This is an optimization exercise on Yosys and OpenROAD, whose aim is small area, a short achievable clock period and few clock cycles, not a production implementation.
The RTL was checked by simulation tests, not by an equivalence proof against the original design.
Power figures rest on the tool's default switching activity, not on a simulated workload.

===== flow/run.sh =====
#!/bin/bash
# synth_recipe.tcl (not shown) runs the flow's synth.tcl, then flattens the netlist and writes it again
# the make line also repeats each setting of config.mk as NAME=value (left out here)
make -C /OpenROAD-flow-scripts/flow DESIGN_CONFIG=/design/flow/config.mk WORK_HOME=/design/flow/orfs CLKGATE_MAP_FILE= SYNTH_SCRIPT=/design/flow/synth_recipe.tcl finish

===== flow/config.mk =====
export PLATFORM = sky130hd
export DESIGN_NAME = wordenc_core
export DESIGN_NICKNAME = wordenc_core
export VERILOG_FILES = /design/flow/design.v
export SDC_FILE = /design/flow/constraint.sdc
export NUM_CORES = 4
export LEC_CHECK = 0
export CAP_MARGIN = 20
export CORE_MARGIN = 2
export CORE_UTILIZATION = 40
export SLEW_MARGIN = 20

===== flow/constraint.sdc =====
create_clock -name core_clock -period 8.0 [get_ports {clk}]
set_input_delay 1.6000 -clock core_clock [delete_from_list [all_inputs] [get_ports {clk}]]
set_output_delay 1.6000 -clock core_clock [all_outputs]
set_load 0.01 [all_outputs]

===== flow/design.v =====
module wordenc_core #(
    parameter IBUF_DEPTH = 32,
    parameter OBUF_DEPTH = 45,
    parameter [63:0] MAGIC = 64'hEFCDAB8967452301    
) (
    input  wire        clk,
    input  wire        rst,           
    input  wire        bus_en,
    input  wire        bus_we,
    input  wire [31:0] bus_addr,
    input  wire [31:0] bus_wdata,
    output reg  [31:0] bus_rdata
);
    localparam [3:0] C_NONE = 4'd0, C_BAD_WORD = 4'd1, C_BAD_PADDING = 4'd2,
                     C_BAD_HEADER = 4'd3, C_ABSURD = 4'd4, C_TRUNCATED = 4'd5,
                     C_ILLEGAL = 4'd6, C_CAPACITY = 4'd7;
    localparam [1:0] R_ACCEPT = 2'd0, R_FALLBACK = 2'd1, R_PARTIAL = 2'd2,
                     R_HARD_FAIL = 2'd3;
    localparam [2:0] K_ENC_RAW = 3'd0, K_ENC_FR = 3'd1, K_DEC_RAW = 3'd2,
                     K_DEC_FR = 3'd3, K_DEC_AUTO = 3'd4, K_WRAP = 3'd5,
                     K_UNWRAP = 3'd6;
    localparam [3:0] S_IDLE = 4'd0, S_ENC = 4'd1, S_WRAP = 4'd2, S_COPY = 4'd3,
                     S_SCAN = 4'd4, S_UNPK = 4'd5, S_MAGIC = 4'd6, S_VAR = 4'd7,
                     S_CHECK = 4'd8, S_MOVE = 4'd9;
    reg        busy, done, ign;
    reg [3:0]  st_code;
    reg [1:0]  st_result;
    reg        st_framed, st_pad_clean, st_unpacked;
    reg [2:0]  st_pad_count;
    reg [1:0]  ctrl;                  
    reg [63:0] max_len;
    reg [31:0] in_len;
    reg [5:0]  out_len;
    reg [63:0] decl_len;
    reg [4:0]  hdr_len;
    reg [4:0]  badword_pos;
    reg [31:0] last_cmd;
    reg [11:0] ibuf [0:IBUF_DEPTH-1];
    reg [15:0] obuf [0:OBUF_DEPTH-1];
    reg [3:0]  state;
    reg [2:0]  kind;
    reg [5:0]  k;                     
    reg [5:0]  oidx;                  
    reg [17:0] acc;
    reg [4:0]  acc_cnt;
    reg [5:0]  ulen;                  
    reg [3:0]  vi;                    
    reg [63:0] vx;                    
    reg [63:0] flen;                  
    reg [4:0]  hdr;                   
    reg [5:0]  mlen;                  
    wire [2:0] STATUS_LO = {ign, done, busy};
    wire [31:0] status_word = {16'd0, st_unpacked, st_pad_count, st_pad_clean,
                               st_framed, st_result, st_code, 1'b0, STATUS_LO};
    wire        wr      = bus_en &  bus_we;
    wire        rd      = bus_en & ~bus_we;
    wire        reg_hit = (bus_addr[31:12] == 20'd0);
    wire [9:0]  reg_off = bus_addr[11:2];
    wire        ibuf_hit = (bus_addr[31:30] == 2'b01) && (bus_addr[29:2] < IBUF_DEPTH);
    wire        obuf_hit = (bus_addr[31:30] == 2'b10) && (bus_addr[29:2] < OBUF_DEPTH);
    wire [27:0] buf_idx  = bus_addr[29:2];
    reg        cmd_legal;
    reg [2:0]  cmd_kind;
    always @* begin
        cmd_legal = 1'b1;
        cmd_kind  = K_ENC_RAW;
        case (bus_wdata)
            32'h00000001: cmd_kind = K_ENC_RAW;
            32'h00000011: cmd_kind = K_ENC_FR;
            32'h00000002: cmd_kind = K_DEC_RAW;
            32'h00000012: cmd_kind = K_DEC_FR;
            32'h00000022: cmd_kind = K_DEC_AUTO;
            32'h00000003: cmd_kind = K_WRAP;
            32'h00000013: cmd_kind = K_UNWRAP;
            default:      cmd_legal = 1'b0;
        endcase
    end
    wire framed_kind = (kind == K_ENC_FR) || (kind == K_WRAP);
    reg [2:0]  vlen;                  
    always @* begin
        if      (in_len < 32'h00000080) vlen = 3'd1;
        else if (in_len < 32'h00004000) vlen = 3'd2;
        else if (in_len < 32'h00200000) vlen = 3'd3;
        else if (in_len < 32'h10000000) vlen = 3'd4;
        else                            vlen = 3'd5;
    end
    wire [5:0] hdr_enc = 6'd8 + {3'd0, vlen};
    wire [6:0] slen    = framed_kind ? ({1'b0, hdr_enc} + {1'b0, in_len[5:0]})
                                     : {1'b0, in_len[5:0]};
    wire [34:0] in_len_x = {3'd0, in_len};
    reg [7:0] sbyte;
    reg [2:0] vj;
    reg [6:0] vgrp;
    always @* begin
        vj   = k[2:0];
        vgrp = 7'd0;
        sbyte = 8'd0;
        if (!framed_kind) begin
            sbyte = ibuf[k][7:0];
        end else if (k < 6'd8) begin
            sbyte = MAGIC[k[2:0]*8 +: 8];
        end else if (k < hdr_enc) begin
            vj   = k[2:0];            
            vgrp = in_len_x[vj*7 +: 7];
            sbyte = {(vj < vlen - 3'd1), vgrp};
        end else begin
            sbyte = ibuf[k - hdr_enc][7:0];
        end
    end
    wire [17:0] pk_acc  = {acc[9:0], sbyte};
    wire [4:0]  pk_cnt  = acc_cnt + 5'd8;
    wire        pk_emit = (pk_cnt >= 5'd11);
    wire [4:0]  pk_rest = pk_cnt - 5'd11;
    wire [10:0] pk_sym  = pk_acc >> pk_rest;
    wire [17:0] pk_left = pk_acc & ((18'd1 << pk_rest) - 18'd1);
    wire [10:0] fl_sym  = acc[10:0] << (5'd11 - acc_cnt);
    wire [10:0] in_sym   = ibuf[k][10:0];
    wire        in_abs   = ibuf[k][11];
    wire [4:0]  up_rest  = acc_cnt - 5'd8;
    wire [7:0]  up_byte  = acc >> up_rest;
    wire [17:0] up_left  = acc & ((18'd1 << up_rest) - 18'd1);
    wire [7:0]  mg_byte  = obuf[k][7:0];
    wire [5:0]  vpos     = 6'd8 + {2'd0, vi};
    wire [7:0]  vbyte    = obuf[vpos][7:0];
    wire [5:0]  rem      = ulen - {1'b0, hdr};
    wire [15:0] mv_data  = obuf[{1'b0, hdr} + k];
    always @(posedge clk) begin
        if (rst) begin
            busy         <= 1'b0;
            done         <= 1'b0;
            ign          <= 1'b0;
            st_code      <= C_NONE;
            st_result    <= R_ACCEPT;
            st_framed    <= 1'b0;
            st_pad_clean <= 1'b0;
            st_pad_count <= 3'd0;
            st_unpacked  <= 1'b0;
            ctrl         <= 2'd0;
            max_len      <= 64'h0000000010000000;
            in_len       <= 32'd0;
            out_len      <= 6'd0;
            decl_len     <= 64'd0;
            hdr_len      <= 5'd0;
            badword_pos  <= 5'd0;
            last_cmd     <= 32'd0;
            state        <= S_IDLE;
        end else begin
            if (wr) begin
                if (reg_hit) begin
                    case (reg_off)
                        10'h000: begin                        
                            if (busy) begin
                                ign <= 1'b1;
                            end else begin
                                last_cmd     <= bus_wdata;
                                ign          <= 1'b0;
                                done         <= 1'b0;
                                st_code      <= C_NONE;
                                st_result    <= R_ACCEPT;
                                st_framed    <= 1'b0;
                                st_pad_clean <= 1'b0;
                                st_pad_count <= 3'd0;
                                st_unpacked  <= 1'b0;
                                out_len      <= 6'd0;
                                decl_len     <= 64'd0;
                                hdr_len      <= 5'd0;
                                badword_pos  <= 5'd0;
                                if (!cmd_legal) begin
                                    st_code   <= C_ILLEGAL;
                                    st_result <= R_HARD_FAIL;
                                    done      <= 1'b1;
                                end else if (in_len > IBUF_DEPTH) begin
                                    st_code   <= C_CAPACITY;
                                    st_result <= R_HARD_FAIL;
                                    done      <= 1'b1;
                                end else begin
                                    busy    <= 1'b1;
                                    kind    <= cmd_kind;
                                    k       <= 6'd0;
                                    oidx    <= 6'd0;
                                    acc     <= 18'd0;
                                    acc_cnt <= 5'd0;
                                    case (cmd_kind)
                                        K_ENC_RAW, K_ENC_FR: state <= S_ENC;
                                        K_WRAP:              state <= S_WRAP;
                                        K_UNWRAP:            state <= S_COPY;
                                        default:             state <= S_SCAN;
                                    endcase
                                end
                            end
                        end
                        10'h002: if (busy) ign <= 1'b1; else ctrl <= bus_wdata[1:0];
                        10'h003: if (busy) ign <= 1'b1; else max_len[31:0]  <= bus_wdata;
                        10'h004: if (busy) ign <= 1'b1; else max_len[63:32] <= bus_wdata;
                        10'h005: if (busy) ign <= 1'b1; else in_len <= bus_wdata;
                        default: ;
                    endcase
                end else if (ibuf_hit) begin
                    if (busy) ign <= 1'b1;
                    else      ibuf[buf_idx] <= bus_wdata[11:0];
                end
            end
            case (state)
                S_IDLE: ;
                S_ENC: begin
                    if ({1'b0, k} < slen) begin
                        if (pk_emit) begin
                            obuf[oidx] <= {5'd0, pk_sym};
                            oidx       <= oidx + 6'd1;
                            acc        <= pk_left;
                            acc_cnt    <= pk_rest;
                        end else begin
                            acc        <= pk_acc;
                            acc_cnt    <= pk_cnt;
                        end
                        k <= k + 6'd1;
                    end else begin
                        if (acc_cnt != 5'd0)
                            obuf[oidx] <= {5'd0, fl_sym};
                        out_len   <= oidx + {5'd0, (acc_cnt != 5'd0)};
                        st_framed <= framed_kind;
                        decl_len  <= framed_kind ? {32'd0, in_len} : 64'd0;
                        hdr_len   <= framed_kind ? hdr_enc[4:0] : 5'd0;
                        acc       <= 18'd0;
                        acc_cnt   <= 5'd0;
                        busy      <= 1'b0;
                        done      <= 1'b1;
                        state     <= S_IDLE;
                    end
                end
                S_WRAP: begin
                    if ({1'b0, k} < slen) begin
                        obuf[k] <= {8'd0, sbyte};
                        k       <= k + 6'd1;
                    end else begin
                        out_len   <= slen[5:0];
                        st_framed <= 1'b1;
                        decl_len  <= {32'd0, in_len};
                        hdr_len   <= hdr_enc[4:0];
                        busy      <= 1'b0;
                        done      <= 1'b1;
                        state     <= S_IDLE;
                    end
                end
                S_COPY: begin
                    if ({26'd0, k} < in_len) begin
                        obuf[k] <= {8'd0, ibuf[k][7:0]};
                        k       <= k + 6'd1;
                    end else begin
                        ulen  <= in_len[5:0];
                        k     <= 6'd0;
                        state <= S_MAGIC;
                    end
                end
                S_SCAN: begin
                    if ({26'd0, k} < in_len) begin
                        if (in_abs) begin
                            st_code     <= C_BAD_WORD;
                            st_result   <= R_HARD_FAIL;
                            badword_pos <= k[4:0];
                            busy        <= 1'b0;
                            done        <= 1'b1;
                            state       <= S_IDLE;
                        end else begin
                            k <= k + 6'd1;
                        end
                    end else begin
                        k       <= 6'd0;
                        acc     <= 18'd0;
                        acc_cnt <= 5'd0;
                        state   <= S_UNPK;
                    end
                end
                S_UNPK: begin
                    if (acc_cnt >= 5'd8) begin
                        obuf[oidx] <= {8'd0, up_byte};
                        oidx       <= oidx + 6'd1;
                        acc        <= up_left;
                        acc_cnt    <= up_rest;
                    end else if ({26'd0, k} < in_len) begin
                        acc     <= {acc[6:0], in_sym};
                        acc_cnt <= acc_cnt + 5'd11;
                        k       <= k + 6'd1;
                    end else begin
                        ulen         <= oidx;
                        st_unpacked  <= 1'b1;
                        st_pad_count <= acc_cnt[2:0];
                        st_pad_clean <= (acc == 18'd0);
                        acc          <= 18'd0;
                        acc_cnt      <= 5'd0;
                        k            <= 6'd0;
                        if (ctrl[1] && (acc != 18'd0)) begin
                            st_code   <= C_BAD_PADDING;
                            st_result <= R_HARD_FAIL;
                            out_len   <= oidx;
                            busy      <= 1'b0;
                            done      <= 1'b1;
                            state     <= S_IDLE;
                        end else if (kind == K_DEC_RAW) begin
                            out_len   <= oidx;
                            busy      <= 1'b0;
                            done      <= 1'b1;
                            state     <= S_IDLE;
                        end else begin
                            state     <= S_MAGIC;
                        end
                    end
                end
                S_MAGIC: begin
                    if (k == 6'd8) begin
                        vi    <= 4'd0;
                        vx    <= 64'd0;
                        state <= S_VAR;
                    end else if ((k >= ulen) || (mg_byte != MAGIC[k[2:0]*8 +: 8])) begin
                        if (kind == K_DEC_AUTO) begin
                            out_len   <= ulen;                   
                        end else begin
                            st_code   <= C_BAD_HEADER;
                            st_result <= R_HARD_FAIL;
                        end
                        busy  <= 1'b0;
                        done  <= 1'b1;
                        state <= S_IDLE;
                    end else begin
                        k <= k + 6'd1;
                    end
                end
                S_VAR: begin
                    if ((vi == 4'd10) || (vpos >= ulen) ||
                        (!vbyte[7] && (vi == 4'd9) && (vbyte > 8'd1))) begin
                        st_code <= C_BAD_HEADER;
                        if (kind == K_DEC_AUTO) begin
                            st_result <= R_FALLBACK;             
                            out_len   <= ulen;
                        end else begin
                            st_result <= R_HARD_FAIL;
                        end
                        busy  <= 1'b0;
                        done  <= 1'b1;
                        state <= S_IDLE;
                    end else if (!vbyte[7]) begin
                        flen  <= vx | ({57'd0, vbyte[6:0]} << (vi * 7));
                        hdr   <= 5'd9 + {1'b0, vi};
                        state <= S_CHECK;
                    end else begin
                        vx <= vx | ({57'd0, vbyte[6:0]} << (vi * 7));
                        vi <= vi + 4'd1;
                    end
                end
                S_CHECK: begin
                    decl_len <= flen;
                    hdr_len  <= hdr;
                    k        <= 6'd0;
                    if (flen > max_len) begin
                        st_code <= C_ABSURD;
                        if (kind == K_DEC_AUTO) begin
                            st_result <= R_FALLBACK;             
                            out_len   <= ulen;
                        end else begin
                            st_result <= R_HARD_FAIL;
                        end
                        busy  <= 1'b0;
                        done  <= 1'b1;
                        state <= S_IDLE;
                    end else if (flen > {58'd0, rem}) begin
                        st_code   <= C_TRUNCATED;
                        st_framed <= 1'b1;
                        if (ctrl[0]) begin
                            st_result <= R_PARTIAL;              
                            mlen      <= rem;
                            state     <= S_MOVE;
                        end else begin
                            st_result <= R_HARD_FAIL;            
                            busy      <= 1'b0;
                            done      <= 1'b1;
                            state     <= S_IDLE;
                        end
                    end else begin
                        st_framed <= 1'b1;                       
                        mlen      <= flen[5:0];
                        state     <= S_MOVE;
                    end
                end
                S_MOVE: begin
                    if (k < mlen) begin
                        obuf[k] <= mv_data;
                        k       <= k + 6'd1;
                    end else begin
                        out_len <= mlen;
                        busy    <= 1'b0;
                        done    <= 1'b1;
                        state   <= S_IDLE;
                    end
                end
                default: state <= S_IDLE;
            endcase
        end
    end
    reg [31:0] rd_val;
    always @* begin
        rd_val = 32'd0;
        if (reg_hit) begin
            case (reg_off)
                10'h001: rd_val = status_word;
                10'h002: rd_val = {30'd0, ctrl};
                10'h003: rd_val = max_len[31:0];
                10'h004: rd_val = max_len[63:32];
                10'h005: rd_val = in_len;
                10'h006: rd_val = {26'd0, out_len};
                10'h007: rd_val = decl_len[31:0];
                10'h008: rd_val = decl_len[63:32];
                10'h009: rd_val = {27'd0, hdr_len};
                10'h00A: rd_val = {27'd0, badword_pos};
                10'h00B: rd_val = last_cmd;
                10'h00C: rd_val = MAGIC[31:0];
                10'h00D: rd_val = MAGIC[63:32];
                10'h00E: rd_val = IBUF_DEPTH;
                10'h00F: rd_val = OBUF_DEPTH;
                default: rd_val = 32'd0;
            endcase
        end else if (ibuf_hit) begin
            rd_val = {20'd0, ibuf[buf_idx]};
        end else if (obuf_hit) begin
            rd_val = {16'd0, obuf[buf_idx]};
        end
    end
    always @(posedge clk) begin
        if (rd)
            bus_rdata <= rd_val;
    end
endmodule

==> run summary <==
## power breakdown
| group | internal [uW] | switching, uW | leakage (uW) |
|---|---|---|---|
| registers | 8890 | 51.4 | 0.0135 |
| clock network | 4460 | 3480 | 0.00268 |
| logic | 773 | 1280 | 0.0139 |
## layout make-up
| class | count | share of cell area |
|---|---|---|
| well taps | 2821 | 0.0370 |
| diodes | 2 | 0.0000524 |
| multi-input cells | 3844 | 0.402 |
| clock buffers | 215 | 0.0473 |
| flip-flops and latches | 1558 | 0.465 |
| inverters | 138 | 0.00542 |
| repair buffers | 348 | 0.0323 |
| clock inverters | 97 | 0.0110 |
## tightest hold or removal path: stages, from the launching register on
cell and delay [ns]:
dfxtp_1 0.31, nand2_1 0.05, a21oi_1 0.05
## metrics by stage
stage / util / power (uW) / cell area, um2
after global placement: 0.425 / 11100 / 89900
after floorplan: - / 10400 / 84900
final: 0.452 / 18900 / 95500
after detailed placement: 0.425 / 11100 / 89900
after CTS: 0.451 / 19000 / 95400
after global routing: 0.452 / 19400 / 95500
## cells in the final DEF, fill, tap and decap left out, drive strengths merged, types with 49 or more instances in the layout
cell type         n
inv             147
nor2            408
clkbuf          218
clkdlybuf4s50    87
a222oi           58
and2             79
mux2i           161
buf             258
edfxtp         1323
nor4             49
nand3            76
dfxtp           235
o21ai           186
a21oi           346
a22oi           113
nor3             63
ha              140
clkinv           64
a21o             87
nand2           591
mux4            858
## registers in the layout (all words and copies together), names as in the netlist, 64 cells and up, named ones only
register	count
decl_len	64
flen	64
ibuf	384
max_len	64
obuf	720
vx	64
## how the worst max path moves through the flow
stage / to / cells after the start / slack, ns / start
2_1_floorplan: flen[0] / 10 / 0.25 / vi[0]
3_3_place_gp: obuf[21][13] / 22 / 1.38 / in_len[17]
6_report: obuf[21][13] / 22 / 1.09 / in_len[19]
4_1_cts: obuf[21][15] / 22 / 1.30 / in_len[17]
3_5_place_dp: obuf[21][14] / 22 / 1.37 / in_len[17]
5_1_grt: obuf[21][2] / 22 / 0.94 / in_len[18]
## routing by layer
layer  global-route usage  wire length, um  vias to the layer above
li1                     -                -                    24400
met1                0.366           113000                    30900
met2                0.418           136000                     3816
met3               0.0597            32000                      735
met4                0.154            19500                        4
met5                    0               27                        -
## cells by family (layout without fill, tap and decap cells)
| family | count (synthesis) | count (layout) | share of synthesized area |
|---|---|---|---|
| simple gates | 1443 | 1443 | 0.0766 |
| other cells | 0 | 2 | 0 |
| mux | 1041 | 1041 | 0.250 |
| buf+inv | 610 | 798 | 0.0308 |
| flops | 1558 | 1558 | 0.524 |
| xor+xnor | 55 | 55 | 0.00568 |
| compound gates | 1159 | 1159 | 0.0911 |
| fa+ha+maj | 146 | 146 | 0.0218 |
==> out/metrics.yaml <==
sta:
  finalSetupViolCount: 0
  final.setup_skew_ns: 0.0429
  fin_crit_sh: 0.863
  hold_violations: 0
  worstMarginPinSlew_ns: 1.29
  fmax_mhz: 145
  fin_setup_tns_ns: 0
  rsz0062_at_grt: "no"
  fin_crit_ns: 6.91
  slew_headroom: 0.140
  fin_hold_ws_ns: 0.453
  slew_viol_final: 0
  final.setup.worst_slack_ns: 1.09
critical_path:
  reg2reg_slack_ns: 1.09
  reg2regPathDepth: 22
  path_class: "reg2reg"
  crit_fanout: 12
  r2r_start: "in_len[19]"
  max_stage_delay_ns: 0.84
  end_kind: "flop"
  crit_buf_inv: 3
  crit_path_top_delay_cell: "a31oi_1"
  startpoint_type: "flop"
  required_ns: 8.60
  rr_endpoint: "obuf[21][13]"
  cp.arrival_ns: 7.50
  crit_chain: "nor4_1 > nand4_1 > and3_1 > o21ai_0 > buf_4 > ha_1 > fa_1 > inv_1 > a31oi_1 > o21bai_1 > a21oi_1 > xnor2_1 > ha_1 > or3_1 > nor3_1 > a211oi_4 > o221a_2 > or2_2 > and4b_1 > a31oi_1 > nor2_2 > buf_12"
  crit_family: "simple AND/OR/NAND/NOR gates"
hold_path:
  worst_hold_path.endpoint: "last_cmd[9]"
  hold_depth: 2
  holdCritPathClass: "reg2reg"
  holdCritStartpoint: "last_cmd[9]"
clocking:
  cts_root_buffer: "clkbuf_16"
  cts_resized: 0
  cts_tree: "built"
  cts_htree_levels: 4
  cts.sinks: 1558
  cts_hold_buf: 0
  cts_setup_buffers: 0
  cts-buffers-inserted: 170
  cts.reportedPaths.clkPinSlew_ns: 0.06
  clk_path_buf_depth: 3
  clock_latency_ns: 0.88
placed_design:
  gp_congestion: 0.967
  dpl.cell_count: 8706
  port_buffers: 97
  post-place-ws_ns: 1.37
  dp_hpwl_um: 201000
synth:
  yosysMostFrequentCell: "edfxtp_1"
  ys.flop_type: "edfxtp_1"
  syn_area_per_cell_um2: 14.1
  synth_common_cells: "1323 x edfxtp_1, 846 x mux4_2, 591 x nand2_1, 407 x nor2_1, 345 x a21oi_1"
  ys_ff_latch: 1558
  syn_area_um2: 84900
  yosys_warnings: 1
  synthArstFlopShare: 0
  synth_edf_count: 1323
  synthCells: 6012
  seq_area_frac_synth: 0.524
  yosysTopAreaCellShare: 0.468
  synth_fp_nets: 6224
  yosys-top-cells-area: "edfxtp_1 47%, mux4_2 22%, dfxtp_1 5.5%"
  ys_types: 97
  synth_top_area_cell: "edfxtp_1"
cells_and_area:
  fill_cells: 18600
  register_area_um2: 44400
  fin_nets: 6272
  multi_input_area_um2: 38400
  drive_above_1_share: 0.250
  syn2layout_area_growth_pct: 12.6
  fin_cells: 9023
global_routing:
  grt_max_degree: 98
  overflow: 0
  grt_pass1_wl_um: 430000
  track_usage: 0.275
  antenna_found_initial: 7
  grt_pass1_vias: 58500
floorplan:
  die_width_um: 465
  core_um2: 211000
  fp.dieH_um: 465
  start_util: 0.401
  num_rows: 169
  ios: 100
  die_area_um2: 216000
routing:
  vias_per_cell: 6.64
  antenna_left: 0
  drc: 0
  wl_per_cell_um: 33.3
  vias: 59900
  first_pass_iters: 10
  initialDrtViolationCount: 9352
  wl_um: 301000
run:
  drv_cap: 0
run_status:
  outcome: "no timing/DRC/antenna violations"
pwr:
  peakVddDrop_mv: 0.173
  power.leakage_uw: 0.0301
  power.density_nw_per_um2: 198
Testbench counts, summed over its fixed seeds: cycles 110,846.

afterwards: timing with drivers on the ports:
The results above use ideal ports. As a check the final layout listed here was re-extracted and re-timed, cells and wires unchanged. Step 1, drivers: a clkbuf_16 drives clk and a buf_2 each remaining input, both assumed. Step 2 also shifts input and output timing later by t, the mid clock arrival at the registers, as if the neighbouring blocks saw the same clock. Three values: no drivers, after step 1, after step 2; two values: the first two.
t, ns: 0.938
setup slack, ns: 1.093 / 1.093 / 1.093
clock arrival spread, ns: 0.043 / 0.042
slew at the worst register clock pin (ns): 0.07 / 0.07
After both steps setup and hold are still met in this run. For this run, drivers alone change the setup slack by 0.000 ns; drivers and shift together by 0.000 ns.
